From an optimization exercise on the open Yosys and OpenROAD flow, aimed at small area; shortcuts taken in it are not production practice. No run shown here included a check of the RTL's function; only the layout flow was run. Power figures rest on the tool's default switching activity, not on a simulated workload.

<file path="design.v">
module wco_eval (
    input  wire [71:0] bn,              
    input  wire        fvn,             
    input  wire        kind,            
    input  wire        efr,             
    input  wire        eck,             
    input  wire        mask_high,
    input  wire        fault_en,
    output wire        frame_valid,
    output wire        reading_valid,
    output wire [2:0]  err,
    output wire        okind,
    output wire [71:0] frame,
    output wire [15:0] raw,
    output wire        fault
);
    localparam [15:0] RANGE_MAX = 16'd5000;
    wire fv = ~fvn;
    wire sp = fv & ~kind;
    wire sq = fv & kind;
    wire [7:0] hi = ({8{sp}} & ~bn[39:32]) | ({8{sq}} & ~bn[55:48]);
    wire [7:0] lo = ({8{sp}} & ~bn[31:24]) | ({8{sq}} & ~bn[47:40]);
    assign raw   = {hi[7:5] & {3{~mask_high}}, hi[4:0], lo};
    assign fault = hi[7] & fault_en;
    wire in_range = (raw <= RANGE_MAX);
    assign frame_valid   = fv;
    assign okind         = sq;
    assign frame         = ~(bn | {72{fvn}});
    assign reading_valid = fv & in_range;
    assign err           = {fv & ~in_range, eck, efr};
endmodule
module wco_fsync (
    input  wire        clk,
    input  wire        rst_n,             
    input  wire [7:0]  cfg_start,
    input  wire [7:0]  cfg_disc_push,
    input  wire [7:0]  cfg_disc_qa,
    input  wire        cfg_early_disc,
    input  wire        cfg_mask_high,
    input  wire        cfg_fault_en,
    input  wire        rx_valid,
    input  wire [7:0]  rx_byte,
    input  wire        ctl_discard,
    input  wire        ctl_clr,
    input  wire        ctl_acc_push,
    input  wire        ctl_acc_qa,
    output wire        o_frame_valid,
    output wire        o_reading_valid,
    output wire [2:0]  o_err,
    output wire        o_kind,
    output wire [71:0] o_frame,
    output wire [15:0] o_raw,
    output wire        o_fault,
    output wire [3:0]  o_idx
);
    reg [7:0] bn0, bn1, bn2, bn3, bn4, bn5, bn6, bn7;
    reg [7:0] accn;        
    reg       p1, q1;      
    reg [3:0] idx;
    reg       r_fvn, r_kind, r_efr, r_eck;  
    reg       r_mask, r_fen;              
    assign o_idx = idx;
    wire feed   = !ctl_clr && rx_valid && !ctl_discard;
    wire i0     = (idx == 4'd0);
    wire i1     = (idx == 4'd1);
    wire i8     = (idx == 4'd8);
    wire b_is_start = (rx_byte == cfg_start);
    wire b_is_push  = (rx_byte == cfg_disc_push);
    wire b_is_qa    = (rx_byte == cfg_disc_qa);
    wire early_rej  = cfg_early_disc && !(b_is_push || b_is_qa);
    wire shift = feed && !i8 && (!i0 || b_is_start);
    wire [7:0] acc_sum = (i1 ? 8'hFF : accn) + rx_byte;
    wire       cks_ok  = &acc_sum;
    wire       accepted = (p1 && ctl_acc_push) || (q1 && ctl_acc_qa);
    always @(posedge clk) begin
        if (rst_n && shift) begin
            bn0 <= bn1; bn1 <= bn2; bn2 <= bn3; bn3 <= bn4;
            bn4 <= bn5; bn5 <= bn6; bn6 <= bn7; bn7 <= ~rx_byte;
        end
        if (rst_n && feed && !i0 && !i8)
            accn <= acc_sum;
        if (rst_n && feed && i1) begin
            p1 <= b_is_push;
            q1 <= b_is_qa;
        end
        r_mask <= cfg_mask_high;
        r_fen  <= cfg_fault_en;
    end
    always @(posedge clk) begin
        if (!rst_n) begin
            idx    <= 4'd0;
            r_fvn  <= 1'b1;
            r_kind <= 1'b0;
            r_efr  <= 1'b0;
            r_eck  <= 1'b0;
        end else begin
            r_fvn  <= 1'b1;
            r_kind <= 1'b0;
            r_efr  <= 1'b0;
            r_eck  <= 1'b0;
            if (ctl_clr) begin
                idx <= 4'd0;
            end else if (feed) begin
                if (i0) begin
                    if (b_is_start) idx <= 4'd1;
                end else if (i1) begin
                    if (early_rej) begin
                        idx   <= 4'd0;
                        r_efr <= 1'b1;
                    end else begin
                        idx <= 4'd2;
                    end
                end else if (i8) begin
                    idx    <= 4'd0;
                    r_efr  <= !accepted;
                    r_eck  <= accepted && !cks_ok;
                    r_fvn  <= !(accepted && cks_ok);
                    r_kind <= q1;
                end else begin
                    idx <= idx + 4'd1;
                end
            end
        end
    end
    wco_eval u_eval (
        .bn            ({bn0, bn1, bn2, bn3, bn4, bn5, bn6, bn7, accn}),
        .fvn           (r_fvn),
        .kind          (r_kind),
        .efr           (r_efr),
        .eck           (r_eck),
        .mask_high     (r_mask),
        .fault_en      (r_fen),
        .frame_valid   (o_frame_valid),
        .reading_valid (o_reading_valid),
        .err           (o_err),
        .okind         (o_kind),
        .frame         (o_frame),
        .raw           (o_raw),
        .fault         (o_fault)
    );
endmodule
</file>
<file path="flow/run.sh">
#!/bin/bash
# Standard layout (the standard.sh: standard synthesis, floorplan, power grid,
# placement, CTS, routing), with two changes:
#  - port buffers use the smallest buffer cell instead of the resizer's pick;
#  - CTS without dummy loads.
# make's full output goes to flow_make.log in the work folder; ORFS keeps each
# step's own log under orfs/logs/.
set -euo pipefail
cd "$(dirname "$0")/.."
bash standard.sh \
  "BUFFER_PORTS_ARGS=-buffer_cell sky130_fd_sc_hd__buf_1" \
  "CTS_ARGS=-sink_clustering_enable -repair_clock_nets -dont_use_dummy_load ${CTS_EXTRA:-}" \
  finish > flow_make.log 2>&1
</file>
<file path="standard.sh">
#!/bin/bash
# synth_recipe.tcl (not shown) runs the flow's synth.tcl, then flattens the netlist and writes it again
# the make line also repeats each setting of config.mk as NAME=value (left out here)
make -C /OpenROAD-flow-scripts/flow DESIGN_CONFIG=/design/flow/config.mk WORK_HOME=/design/flow/orfs CLKGATE_MAP_FILE= SYNTH_SCRIPT=/design/flow/synth_recipe.tcl "${@:-finish}"
</file>
<file path="config.mk">
export PLATFORM = sky130hd
export DESIGN_NAME = wco_fsync
export DESIGN_NICKNAME = wco_fsync
export VERILOG_FILES = /design/flow/design.v
export SDC_FILE = /design/flow/constraint.sdc
export NUM_CORES = 4
export LEC_CHECK = 0
export CAP_MARGIN = 20
export CORE_MARGIN = 2
export CORE_UTILIZATION = 40
export SLEW_MARGIN = 20
</file>
<file path="constraint.sdc">
create_clock -name core_clock -period 6.0 [get_ports {clk}]
set_input_delay 1.2000 -clock core_clock [delete_from_list [all_inputs] [get_ports {clk}]]
set_output_delay 1.2000 -clock core_clock [all_outputs]
set_load 0.01 [all_outputs]
</file>
==> flow_summary.yaml, run 1 <==
sta:
  worst_pin_slew_ns: 0.8614
  slew_headroom: 0.4109
  finalSetupViolCount: 0
  fin_setup_tns_ns: 0
  finalHoldViolCount: 0
  grt_setup_unrepaired: "no"
  fin_crit_sh: 0.6315
  fin_worst_skew_ns: 0.03074
  finalCriticalPeriod_ns: 3.789
  fmax_mhz: 263.9
  slew_violations: 0
  finalWorstSetupSlack_ns: 2.211
global_route:
  grt_first_pass_wirelength_um: 14860
  grt.overflow.total: 0
  antenna_found_initial: 0
  grt_pass1_vias: 2956
  grt_max_degree: 47
  track_usage: 0.1702
floorplanning:
  dieArea_mm2: 0.01131
  die_w_um: 106.4
  io_pins: 141
  floorplan.initialDensity: 0.4096
  core_area_mm2: 0.01023
  row_count: 37
  dieHeight_um: 106.4
setup_path:
  r2r_cells: 9
  crit_path_end_kind: "output pin"
  path_class: "flop to output pin"
  cp.required_ns: 4.80
  cp-start-kind: "flop"
  path_max_fanout: 46
  reg2reg_from: "idx[0]$_SDFFE_PP0P_"
  crit_start: "r_fvn$_SDFF_PP1_"
  cp.arrival_ns: 2.59
yosys:
  synth_top_area_share: 0.5303
  async_flop_share: 0
  syn_nets: 426
  syn_inst: 372
  ys.flop_type: "edfxtp_1"
  yosysUniqueCellTypes: 64
  synth_enable_flop_cells: 74
  mappedNetlistArea_mm2: 0.004190
  ys_warn_count: 1
  yosys.area.top_type: "edfxtp_1"
  ys_seq_area_frac: 0.5781
  synthTopCellsByArea: "edfxtp_1 53%, nor2_1 7.1%, dfxtp_1 4.8%, xnor2_1 3.6%, ha_1 3.3%"
  avgSynthCellArea_um2: 11.26
  synth-seq-cells: 84
cts:
  cts.sinks: 84
  h-tree-depth: 3
  cts_buffers: 9
  cts_tree: "built"
  clk_path_buf_depth: 2
  postCtsSetupBuffers: 0
  cts_hold_buf: 0
  ctsResizeCount: 0
  cts.clk_slew.worst_paths_ns: 0.08
  worst_skew_pair.late_latency_ns: 0.34
  cts-root-buf: "clkbuf_8"
routing:
  dr.pass1.iters: 4
  vias: 3225
  ant_nets: 0
  post-route-drc-count: 0
  routed_via_density: 5.039
  avgRoutedWirePerCell_um: 15.16
  drt_iter0_markers: 131
  wirelength_um: 9703
placement:
  place_congestion: 0.8552
  port_buffers: 140
  dp_slack_ns: 2.109
  detailed_place_hpwl_um: 7438
  place_area_mm2: 0.004812
finish:
  final_common_cell: "buf_1"
  fin_area_mm2: 0.004936
  drive_above_1_share: 0.06349
  antennaDiodeCount: 0
  syn2layout_area_growth_pct: 17.80
  nets: 560
  final_cell_mix: "140 x buf_1, 79 x nor2_1, 74 x edfxtp_1"
power:
  p_clk_frac: 0.306
  pwr-share-seq: 0.636
  pwr-share-comb: 0.057
  p_sw_uw: 200.7
  internal_power_uw: 788.7
  ir_worst_vdd_mv: 0.08814
  leakagePower_uw: 0.001670
  power_density_mw_per_mm2: 200.4
  power.share.switching: 0.2028
hold_path:
  worstHoldStart: "bn1[0]$_DFFE_PP_"
  hold_path_depth: 0
  hp-class: "flop to flop"
flow_run:
  max_cap_violations: 0
outcome:
  status: "complete, no violations"
## stage by stage
step	power (uW)	util	std cells	hold WS, ns
2_1_floorplan	677.4	-	372	0.4275
3_3_place_gp	697.9	0.4703	631	0.4329
3_5_place_dp	699.3	0.4703	631	0.4381
4_1_cts	998.9	0.4825	640	0.4459
5_1_grt	1027	0.4825	640	0.4558
6_report	989.4	0.4825	640	0.4425
## final cells by class
type | count | area, um^2
inverters | 23 | 86.33
multi-input cells | 245 | 1584
flip-flops and latches | 84 | 2424
clock buffers | 9 | 123.9
repair buffers | 143 | 548.0
fillers | 1013 | 5295
well taps | 136 | 170.2
## critical path, cell delays in order (launching register included)
cell and delay (ns):
dfxtp_2 0.88, buf_4 0.50, a2111oi_0 0.18, or2_1 0.27, nor3_1 0.13, o21a_1 0.14, buf_1 0.15
## layer usage
metal	share of wire	vias up	routed length, um	GRT usage
met5	0	-	0	0
met1	0.44	1482	4280	0.2300
met3	0.087	14	843	0.04598
met4	0.016	0	160	0.06015
met2	0.46	147	4419	0.2637
li1	-	1582	-	-
## power groups by stage
stage	logic, uW	clock network (uW)	registers, uW
6_report	56.8	303	629
5_1_grt	62.6	335	629
4_1_cts	56.8	313	629
3_5_place_dp	56.8	0	642
3_3_place_gp	55.5	0	642
2_1_floorplan	35.1	0	642
## cells by family after synthesis
logic type / share of synthesized area
simple gates: 0.1765
flops: 0.5781
compound gates: 0.09825
buf+inv: 0.04419
xor+xnor: 0.05225
fa+ha+maj: 0.03762
mux: 0.01314
## path summary, 6_finish.rpt
check / to / slack, ns
min: bn0[0]$_DFFE_PP_ / 0.44
min reg2reg: bn0[0]$_DFFE_PP_ / 0.44
max reg2reg: r_fvn$_SDFF_PP1_ / 2.60
max: o_reading_valid / 2.21
## Yosys cell counts, types with 2 or more instances
master     instances
or2_2              7
or2_1              2
nand2_1            8
buf_2              4
a2111oi_0          3
nor3_1             7
o211ai_1           2
nor3b_2            2
inv_1             23
nand4_1            7
clkbuf_1           6
and2_1             2
o31a_1             3
mux2_2             4
nor4_1             2
nor2_1            79
xor2_1             8
o2111ai_1          2
nand3b_1           2
buf_1              6
a211oi_1          10
and3_1             2
dfxtp_1           10
ha_1              11
o21a_1             5
buf_4              3
o21ai_1            2
edfxtp_1          74
a21oi_1            6
xnor2_1           17
nor2b_1           16
nand3_1            5
==> inputs of run 2 (changes only) <==
--- a/design.v
+++ b/design.v
@@ -57,7 +57,7 @@
     reg [7:0] accn;        
     reg       p1, q1;      
     reg [3:0] idx;
-    reg       r_fvn, r_kind, r_efr, r_eck;  
+    reg       r_fvn, r_efr, r_eck;  
     reg       r_mask, r_fen;              
     assign o_idx = idx;
     wire feed   = !ctl_clr && rx_valid && !ctl_discard;
@@ -90,12 +90,10 @@
         if (!rst_n) begin
             idx    <= 4'd0;
             r_fvn  <= 1'b1;
-            r_kind <= 1'b0;
             r_efr  <= 1'b0;
             r_eck  <= 1'b0;
         end else begin
             r_fvn  <= 1'b1;
-            r_kind <= 1'b0;
             r_efr  <= 1'b0;
             r_eck  <= 1'b0;
             if (ctl_clr) begin
@@ -115,7 +113,6 @@
                     r_efr  <= !accepted;
                     r_eck  <= accepted && !cks_ok;
                     r_fvn  <= !(accepted && cks_ok);
-                    r_kind <= q1;
                 end else begin
                     idx <= idx + 4'd1;
                 end
@@ -125,7 +122,7 @@
     wco_eval u_eval (
         .bn            ({bn0, bn1, bn2, bn3, bn4, bn5, bn6, bn7, accn}),
         .fvn           (r_fvn),
-        .kind          (r_kind),
+        .kind          (q1),      
         .efr           (r_efr),
         .eck           (r_eck),
         .mask_high     (r_mask),
--- a/flow/run.sh
+++ b/flow/run.sh
@@ -9,5 +9,5 @@
 cd "$(dirname "$0")/.."
 bash standard.sh \
   "BUFFER_PORTS_ARGS=-buffer_cell sky130_fd_sc_hd__buf_1" \
-  "CTS_ARGS=-sink_clustering_enable -repair_clock_nets -dont_use_dummy_load ${CTS_EXTRA:-}" \
+  "CTS_ARGS=-sink_clustering_enable -repair_clock_nets -dont_use_dummy_load -sink_clustering_size 30 -sink_clustering_max_diameter 200 -buf_list {sky130_fd_sc_hd__clkbuf_4 sky130_fd_sc_hd__clkbuf_8}" \
   finish > flow_make.log 2>&1
==> run 2 against run 1 <==
  * Still clean on timing, DRC and antenna
  * Wire length up 1.6%
  * Synthesized cell count down 2.4%
  * Die area down 1.9%
  * Fmax up 2.5%
  * Global-route usage up 0.72 points
  * Sequential power down 1%
  * Core utilization up 1.3 points
  * Sequential cell count down 1
  * Sequential share of layout area up 0.093 points
  * Final area down 1.0%
  * Setup slack better by 0.091 ns
  * Via count down 2.2%
  * Largest cell class unchanged
==> flow_summary.yaml, run 2 <==
finish:
  syn2layout_area_growth_pct: 18.98
  drive_above_1_share: 0.07415
  final_common_cell: "buf_1"
  nets: 555
  final_cell_mix: "140 x buf_1, 80 x nor2_1, 74 x edfxtp_1"
  antennaDiodeCount: 0
cts:
  cts_buffers: 9
  clk_path_buf_depth: 2
  worst_skew_pair.late_latency_ns: 0.35
  h-tree-depth: 3
  cts.clk_slew.worst_paths_ns: 0.09
  ctsResizeCount: 0
  cts_tree: "built"
  postCtsSetupBuffers: 0
  cts.sinks: 83
  cts_hold_buf: 0
  cts-root-buf: "clkbuf_8"
yosys:
  syn_inst: 363
  synth_top_area_share: 0.5411
  synth_enable_flop_cells: 74
  yosys-top-cells-count: "81 x nor2_1, 74 x edfxtp_1, 23 x inv_1"
  synthTopCellsByArea: "edfxtp_1 54%, nor2_1 7.4%, dfxtp_1 4.4%, xnor2_1 3.6%, ha_1 3.4%"
  yosysMostFrequentCell: "nor2_1"
  yosys.area.top_type: "edfxtp_1"
  mappedNetlistArea_mm2: 0.004106
  ys_warn_count: 1
  async_flop_share: 0
  synth-seq-cells: 83
  ys_seq_area_frac: 0.5850
  ys.flop_type: "edfxtp_1"
  syn_nets: 417
  yosysUniqueCellTypes: 52
  avgSynthCellArea_um2: 11.31
floorplanning:
  dieArea_mm2: 0.01109
  io_pins: 141
  die_w_um: 105.3
  row_count: 36
  dieHeight_um: 105.3
  floorplan.initialDensity: 0.4163
  core_area_mm2: 0.009864
setup_path:
  path_class: "primary input to flop"
  cp-start-kind: "primary input"
  cp.arrival_ns: 3.69
  cp.required_ns: 5.99
  crit_path_end_kind: "flop"
  path_max_fanout: 36
routing:
  vias: 3153
  drt_iter0_markers: 225
  post-route-drc-count: 0
  dr.pass1.iters: 4
  ant_nets: 0
  avgRoutedWirePerCell_um: 15.60
  wirelength_um: 9860
  routed_via_density: 4.989
sta:
  worst_pin_slew_ns: 0.9682
  slew_violations: 0
  grt_setup_unrepaired: "no"
  finalWorstSetupSlack_ns: 2.302
  fmax_mhz: 270.4
  finalSetupViolCount: 0
  fin_setup_tns_ns: 0
  finalCriticalPeriod_ns: 3.698
  finalHoldViolCount: 0
  slew_headroom: 0.3530
  fin_worst_skew_ns: 0.02682
  fin_crit_sh: 0.6163
global_route:
  track_usage: 0.1774
  grt.overflow.total: 0
  grt_first_pass_wirelength_um: 15300
  antenna_found_initial: 0
  grt_pass1_vias: 3043
  grt_max_degree: 37
outcome:
  status: "complete, no violations"
power:
  pwr-share-comb: 0.061
  p_sw_uw: 201.5
  leakagePower_uw: 0.001647
  p_clk_frac: 0.307
  power_density_mw_per_mm2: 201.5
  internal_power_uw: 782.9
  power.share.switching: 0.2047
  ir_worst_vdd_mv: 0.08661
  pwr-share-seq: 0.633
flow_run:
  max_cap_violations: 0
placement:
  port_buffers: 140
  dp_slack_ns: 1.933
  detailed_place_hpwl_um: 7591
  place_congestion: 0.9100
hold_path:
  hp-class: "flop to flop"
## run 2: cell types whose count changed in the layout (fill, tap and decap cells not counted), sizes merged, moves of 3 or more
cell / before / now
a211oi: 11 / 6
a31oi: 1 / 4
o211ai: 2 / 5
mux2: 4 / 7
nor2b: 16 / 11
## run 2: final timing paths
path         slack [ns]                 from  cells after the start               end
max                2.30           rx_byte[5]                      6  bn6[6]$_DFFE_PP_
min                0.43     bn6[6]$_DFFE_PP_                      0  bn5[6]$_DFFE_PP_
max reg2reg        2.63  idx[0]$_SDFFE_PP0P_                      9  r_fvn$_SDFF_PP1_
min reg2reg        0.43     bn6[6]$_DFFE_PP_                      0  bn5[6]$_DFFE_PP_
## run 2: metal layers
metal / track usage / vias to the layer above / share of wire
met4: 0.06571 / 0 / 0.015
met2: 0.3005 / 145 / 0.48
met5: 0 / - / 0
li1: - / 1550 / -
met3: 0.03525 / 13 / 0.070
met1: 0.2243 / 1445 / 0.44
## run 2: final cells by class
cell class | count | area (um^2)
Fill cell | 941 | 4979
Clock buffer | 9 | 123.9
Tap cell | 133 | 166.4
Multi-Input combinational cell | 240 | 1550
Inverter | 23 | 86.33
Timing Repair Buffer | 144 | 555.5
Sequential cell | 83 | 2404
## run 2: power groups by stage
stage               Clock [uW]  Sequential [uW]  Combinational (uW)
detailed placement           0              636                59.8
global placement             0              636                58.0
CTS                        310              623                60.0
finish                     302              623                59.7
floorplan                    0              636                35.8
global route               333              623                66.2
## run 2: worst max-delay path, stage by stage
cell and delay (ns):
buf_1 0.25, xor2_1 0.12, nor4_1 0.40, a31oi_1 0.35, nor2_4 0.85, buf_4 0.49
## run 2: cell families after synthesis
family	share of synthesized area
compound gates	0.08441
mux	0.02651
buf+inv	0.03930
simple gates	0.1731
xor+xnor	0.05332
flops	0.5850
fa+ha+maj	0.03839
## run 2: metrics by stage
step                      total power, uW  hold WS, ns  utilization  std cells  instance area, um^2
after global routing                 1022       0.4351       0.4953        632                 4886
after global placement              693.6       0.4331       0.4828        623                 4762
final                               984.3       0.4279       0.4953        632                 4886
after CTS                           993.2       0.4344       0.4953        632                 4886
after detailed placement            695.5       0.4335       0.4828        623                 4762
after floorplan                     671.3       0.4275            -        363                 4106
==> inputs of run 3 (changes only) <==
--- a/flow/run.sh
+++ b/flow/run.sh
@@ -9,5 +9,5 @@
 cd "$(dirname "$0")/.."
 bash standard.sh \
   "BUFFER_PORTS_ARGS=-buffer_cell sky130_fd_sc_hd__buf_1" \
-  "CTS_ARGS=-sink_clustering_enable -repair_clock_nets -dont_use_dummy_load -sink_clustering_size 30 -sink_clustering_max_diameter 200 -buf_list {sky130_fd_sc_hd__clkbuf_4 sky130_fd_sc_hd__clkbuf_8}" \
+  "CTS_ARGS=-sink_clustering_enable -repair_clock_nets -dont_use_dummy_load -sink_clustering_size 90 -sink_clustering_max_diameter 500 -buf_list {sky130_fd_sc_hd__clkbuf_16}" \
   finish > flow_make.log 2>&1
==> run 3 against run 2 <==
  * Via count rose by 0.22%
  * Fmax fell by 0.53%
  * Sequential power barely moved
  * Combinational power barely moved
  * Final area rose by 2.1%
  * Clock power rose by 49%
  * Count of clock-buffer cells in the layout did not move
  * Sequential share of layout area fell by 1.0 points
  * Wire length rose by 0.77%
  * Synthesized area did not move
  * Synthesized cell count did not move
  * Setup slack got worse by 0.020 ns
==> flow_summary.yaml, run 3 <==
outcome:
  status: "complete, no violations"
sta:
  fin_setup_tns_ns: 0
  finalCriticalPeriod_ns: 3.718
  fin_crit_sh: 0.6196
  fin_worst_skew_ns: 0.01738
  slew_headroom: 0.3524
  finalSetupViolCount: 0
  worst_pin_slew_ns: 0.9691
  finalWorstSetupSlack_ns: 2.282
  slew_violations: 0
  grt_setup_unrepaired: "no"
  fmax_mhz: 269.0
  finalHoldViolCount: 0
cts:
  postCtsSetupBuffers: 0
  cts_tree: "built"
  ctsResizeCount: 0
  clk_path_buf_depth: 2
  cts_buffers: 9
  worst_skew_pair.late_latency_ns: 0.34
  cts_hold_buf: 0
  cts.sinks: 83
  h-tree-depth: 3
  cts-root-buf: "clkbuf_16"
  cts.clk_slew.worst_paths_ns: 0.06
setup_path:
  cp.arrival_ns: 3.71
  cp-start-kind: "primary input"
  path_max_fanout: 36
  cp.required_ns: 5.99
  reg2reg_slack_ns: 2.63
  r2r-end: "r_eck$_SDFF_PP0_"
  reg2reg_from: "idx[0]$_SDFFE_PP0P_"
  r2r_cells: 9
  path_class: "primary input to flop"
  crit_path_end_kind: "flop"
yosys:
  mappedNetlistArea_mm2: 0.004106
  synth_top_area_share: 0.5411
  ys.flop_type: "edfxtp_1"
  syn_inst: 363
  avgSynthCellArea_um2: 11.31
  ys_seq_area_frac: 0.5850
  yosysUniqueCellTypes: 52
  yosys-top-cells-count: "81 x nor2_1, 74 x edfxtp_1, 23 x inv_1"
  yosys.area.top_type: "edfxtp_1"
  yosysMostFrequentCell: "nor2_1"
  ys_warn_count: 1
  synthTopCellsByArea: "edfxtp_1 54%, nor2_1 7.4%, dfxtp_1 4.4%, xnor2_1 3.6%, ha_1 3.4%"
  syn_nets: 417
  synth-seq-cells: 83
  synth_enable_flop_cells: 74
  async_flop_share: 0
hold_path:
  worstHoldStart: "bn6[6]$_DFFE_PP_"
  hold_path_depth: 0
  whs_endpoint: "bn5[6]$_DFFE_PP_"
  hp-class: "flop to flop"
finish:
  syn2layout_area_growth_pct: 21.45
  fin_area_mm2: 0.004987
  final_cell_mix: "140 x buf_1, 80 x nor2_1, 74 x edfxtp_1"
  antennaDiodeCount: 0
  nets: 555
  final_common_cell: "buf_1"
  drive_above_1_share: 0.07415
global_route:
  antenna_found_initial: 0
  grt.overflow.total: 0
  grt_first_pass_wirelength_um: 15410
  grt_max_degree: 37
  grt_pass1_vias: 3029
  track_usage: 0.1803
power:
  p_total_uw: 1133
  ir_worst_vdd_mv: 0.1207
  power_density_mw_per_mm2: 227.3
  leakagePower_uw: 0.001693
placement:
  port_buffers: 140
  place_area_mm2: 0.004762
  dp_slack_ns: 1.933
  place_congestion: 0.9100
  detailed_place_hpwl_um: 7591
floorplanning:
  floorplan.initialDensity: 0.4163
  core_area_mm2: 0.009864
  io_pins: 141
  die_w_um: 105.3
  dieArea_mm2: 0.01109
  row_count: 36
  dieHeight_um: 105.3
routing:
  avgRoutedWirePerCell_um: 15.72
  routed_via_density: 5.000
  ant_nets: 0
  dr.pass1.iters: 6
  post-route-drc-count: 0
  wirelength_um: 9936
  vias: 3160
  drt_iter0_markers: 226
flow_run:
  max_cap_violations: 0
## run 3: cell type report
cell class / instances / area (um^2)
timing repair buffer: 144 / 555.5
fill: 936 / 4877
clock buffer: 9 / 225.2
multi-input combinational: 240 / 1550
tap: 133 / 166.4
sequential: 83 / 2404
inverter: 23 / 86.33
## run 3: cell families after synthesis
kind of cell,share of synthesized area
DFF,0.5850
AOI/OAI and AO/OA,0.08441
adders and majority gates,0.03839
and+or+nand+nor,0.1731
buffers and inverters,0.03930
xor gates and xnor gates,0.05332
muxes,0.02651
## run 3: power by group
part,switching [uW],internal (uW)
clock network,187,263
logic,33.6,26.2
registers,0.458,624
## run 3: critical path: stages
cell	delay, ns
buf_1	0.25
xor2_1	0.12
nor4_1	0.41
a31oi_1	0.35
nor2_4	0.86
buf_4	0.49
## run 3: metrics by stage
step	hold WS, ns	cells	util
floorplan	0.4275	363	-
global placement	0.4331	623	0.4828
detailed placement	0.4335	623	0.4828
CTS	0.4387	632	0.5056
global route	0.4400	632	0.5056
finish	0.4361	632	0.5056
## run 3: worst max path at each step
stage                    start                to  slack, ns  cells after the start
finish              rx_byte[5]  bn7[3]$_DFFE_PP_       2.28                      6
global route        rx_byte[5]  bn4[1]$_DFFE_PP_       2.10                      6
CTS                 rx_byte[5]  bn3[6]$_DFFE_PP_       2.28                      6
detailed placement  rx_byte[5]  bn0[6]$_DFFE_PP_       1.93                      6
global placement    rx_byte[5]  bn1[6]$_DFFE_PP_       2.04                      6
floorplan           rx_byte[7]  bn0[0]$_DFFE_PP_       0.83                      5
## run 3: metal layers
layer  vias to the layer above  GRT usage  part of all wire
li1                       1552          -                 -
met1                      1449     0.2263              0.44
met2                       142     0.3028              0.47
met3                        17    0.03525             0.070
met4                         0    0.07714             0.020
met5                         -          0                 0

==> separate check: timing with driven ports <==
No port has a modelled driver above. Below, the same layouts with a new extraction and two added sets of constraints. Step 1 (the two cells are an assumption about what drives the block):
set clk [get_ports {clk}]
set_driving_cell -lib_cell sky130_fd_sc_hd__clkbuf_16 $clk
set_driving_cell -lib_cell sky130_fd_sc_hd__buf_2 [delete_from_list [all_inputs] $clk]
Step 2 also shifts input and output timing later by t, the mid clock arrival at the registers, as if the neighbouring blocks saw the same clock. a / b / c = no drivers / after step 1 / after step 2; a / b = the first two.
| run | t, ns | setup WS [ns] | cell pins on the clock port's net |
|---|---|---|---|
| run 1 | 0.360 | 2.211 / 2.178 / 2.157 | 1 |
| run 2 | 0.367 | 2.302 / 2.313 / 1.945 | 1 |
| run 3 | 0.369 | 2.282 / 2.301 / 1.932 | 1 |
After both steps every run listed still meets setup and hold. For run 2, which loses most, drivers alone change the setup slack by +0.011 ns; drivers and shift together by -0.357 ns.
